Context: an optimization exercise on an open-source flow, tuned for small area, a short achievable clock period and few clock cycles. The choices shown serve that exercise and are no tape-out recipe.
Only simulation tests tie the RTL to the original design; equivalence was not proved.

==> trial 70: inputs <==
==> flow/design.v (excerpt) <==
module ap4s_core (
    input  wire        clk,
    input  wire        rst,
    input  wire        req,
    input  wire        we,
    input  wire [7:0]  addr,
    input  wire [15:0] wdata,
    output reg         ack,
    output reg  [15:0] rdata
);
export LEC_CHECK = 0
export CAP_MARGIN = 20
export CORE_MARGIN = 2
export CORE_UTILIZATION = 40
export CTS_BUF_LIST = sky130_fd_sc_hd__clkbuf_16
export CTS_CLUSTER_DIAMETER = 60
export CTS_CLUSTER_SIZE = 30
export PLACE_DENSITY = 0.6
export SLEW_MARGIN = 20
create_clock -name core_clock -period 12.0 [get_ports {clk}]
standard.sh (not shown) runs the stock make flow with config.mk's settings and CLKGATE_MAP_FILE= SYNTH_SCRIPT=/design/flow/synth_recipe.tcl, a recipe that flattens the netlist after the stock synthesis.
==> flow/flow/run.sh <==
#!/bin/bash
set -e
export SETUP_SLACK_MARGIN=6.2
bash standard.sh > standard.log 2>&1
==> trial 91: changes against trial 70 <==
--- a/flow/design.v
+++ b/flow/design.v
@@ -182,12 +182,13 @@
     reg [7:0]   ibuf [0:63];
     reg [1:0]   od [2:64];
     reg         busy;             
     reg         enc_ph;           
     reg         num_r;            
     reg         in_field;         
+    reg [7:0]   ch_r;             
     reg [4:0]   cnt;              
     reg         gf_run;           
     reg         gf_exp;           
     reg [5:0]   gop;              
     reg [7:0]   rp;               
     reg [7:0]   ma;               
@@ -254,13 +255,13 @@
             4'hC:                   cmd_legal = ((cmd & 16'h0CCC) == 16'd0);
             default:                cmd_legal = 1'b0;
         endcase
     end
     wire [5:0] ib_a    = enc_run ? {1'b0, cnt} : ma[5:0];
     wire [7:0] ib_q    = ibuf[ib_a];
-    wire [7:0] chx   = enc_run ? ib_q : c_ch;
+    wire [7:0] chx   = enc_run ? ch_r : c_ch;
     wire [5:0] ch_ix = cidx_tab(chx[6:0]);
     wire [5:0] ch_c  = c_table(ch_ix);
     wire [3:0] ch_n  = n_table(chx[3:0]);
     wire [5:0] sym;
     wire [5:0] lfsr_in = busy ? sym : c_b6;
     wire [5:0] lm    = acc3 ^ lfsr_in;
@@ -381,13 +382,13 @@
     end
     wire [7:0] stat_enc = {1'b1, enc_ok, enc_ok ? row_sel : 2'd0, enc_err};
     wire enc_go   = do_cmd && cmd_legal && (c_op == 4'hE);
     wire enc_ok   = (enc_err == E_NONE);
     wire lfsr_run = busy && !enc_ph && !gf_run;
     wire lfsr_end = lfsr_run && (cnt == nsym_m1);
-    wire enc_last = enc_run && (num_r ? (cnt == 5'd24) : (cnt == 5'd19));
+    wire enc_last = enc_run && (num_r ? (cnt == 5'd25) : (cnt == 5'd20));
     always @(posedge clk) begin
         if (do_ibuf) ibuf[addr[5:0]] <= wdata[7:0];
     end
     wire [1:0] nd0 = in_field ? ch_n[3:2] : 2'd3;
     wire [1:0] nd1 = in_field ? ch_n[1:0] : 2'd3;
     wire [1:0] ad0 = in_field ? ch_c[5:4] : 2'd3;
@@ -510,14 +511,15 @@
             acc0 <= 6'd0; acc1 <= 6'd0; acc2 <= 6'd0; acc3 <= 6'd0;
             busy       <= 1'b0;
             enc_ph     <= 1'b0;
             gf_run     <= 1'b0;
         end else begin
             if (enc_run) begin
-                cnt <= cnt + 5'd1;
-                if (cnt + 5'd1 == ilen[4:0]) in_field <= 1'b0;
+                cnt  <= cnt + 5'd1;
+                ch_r <= ib_q;
+                if (cnt == ilen[4:0]) in_field <= 1'b0;
                 if (enc_last) begin
                     enc_ph <= 1'b0;
                     cnt    <= 5'd0;
                     acc0 <= 6'd0; acc1 <= 6'd0; acc2 <= 6'd0; acc3 <= 6'd0;
                 end
             end
@@ -564,13 +566,14 @@
                 end
                 if (enc_go) begin
                     stat_btype <= enc_ok ? row_sel : 2'd0;
                     if (enc_ok) begin
                         busy     <= 1'b1;
                         enc_ph   <= 1'b1;
-                        cnt      <= 5'd10;
+                        cnt      <= 5'd11;
+                        ch_r     <= s[10];
                         num_r    <= is_numeric;
                         in_field <= !cust_none;
                     end
                 end
             end
         end
==> flow/flow/run.sh (replaced) <==
#!/bin/bash
set -e
export SETUP_SLACK_MARGIN=6.5
bash standard.sh > standard.log 2>&1
Settings changed: CORE_UTILIZATION 40 to 50, PLACE_DENSITY 0.6 to 0.65.
==> flow_summary_export.csv <==
group,metric,value,unit
synth,ys_types,107,
final_layout,final_nets,3617,
synth,synth_fa_ha_area_frac,0.0250,
placed_design,dp_slack,4880,ps
synth,syn_inst,3569,
floorplanning,die_h,287,um
global_route,met1_usage,0.447,
run_status,outcome,"finished clean",
(the above is from trial 91)
==> flow_summary_export.csv <==
group,metric,value,unit
critical_path,cp_max_fo,46,
final_layout,final_nets,3638,
synth,ys_types,104,
run_status,outcome,"finished clean",
critical_path,r2r_slack,6090,ps
placed_design,dp_slack,4670,ps
global_route,met1_usage,0.397,
synth,syn_inst,3536,
critical_path,cp-endpoint,"pf[4]",
floorplanning,die_h,317,um
synth,synth_fa_ha_area_frac,0.0259,
(the above is from trial 70)
Testbench counts of trial 70, summed over its fixed seeds: cycles 16,192.
Testbench counts of trial 91, summed over its fixed seeds: cycles 16,192.

-- port drivers added, routing unchanged --
The flow's constraints put no driver on any port. The routed layouts listed below were extracted and timed again, unchanged, in two steps. Step 1, drivers: a clkbuf_16 drives clk and a buf_2 each remaining input, both assumed. Step 2 moves the port delays by t, midway between the first and last clock arrival at a register: inputs arrive t later, outputs are due t later. That takes back most of the time a late clock gives input paths. a / b / c = no drivers / after step 1 / after step 2; a / b = the first two.
| run | t (ns) | slack for setup (ns) | worst setup path at the end | latest minus earliest clock arrival (ns) | worst data-port slew with drivers (ns) |
|---|---|---|---|---|---|
| trial 70 | 0.724 | 6.091 / 6.091 / 5.475 | input to register | 0.053 / 0.053 | 0.12 |
| trial 91 | 0.733 | 6.211 / 6.133 / 5.847 | input to register | 0.105 / 0.106 | 0.13 |
After both steps setup and hold are still met in every run listed. The setup slack of trial 70, which loses most, moves by 0.000 ns with the drivers and by -0.616 ns with both steps.
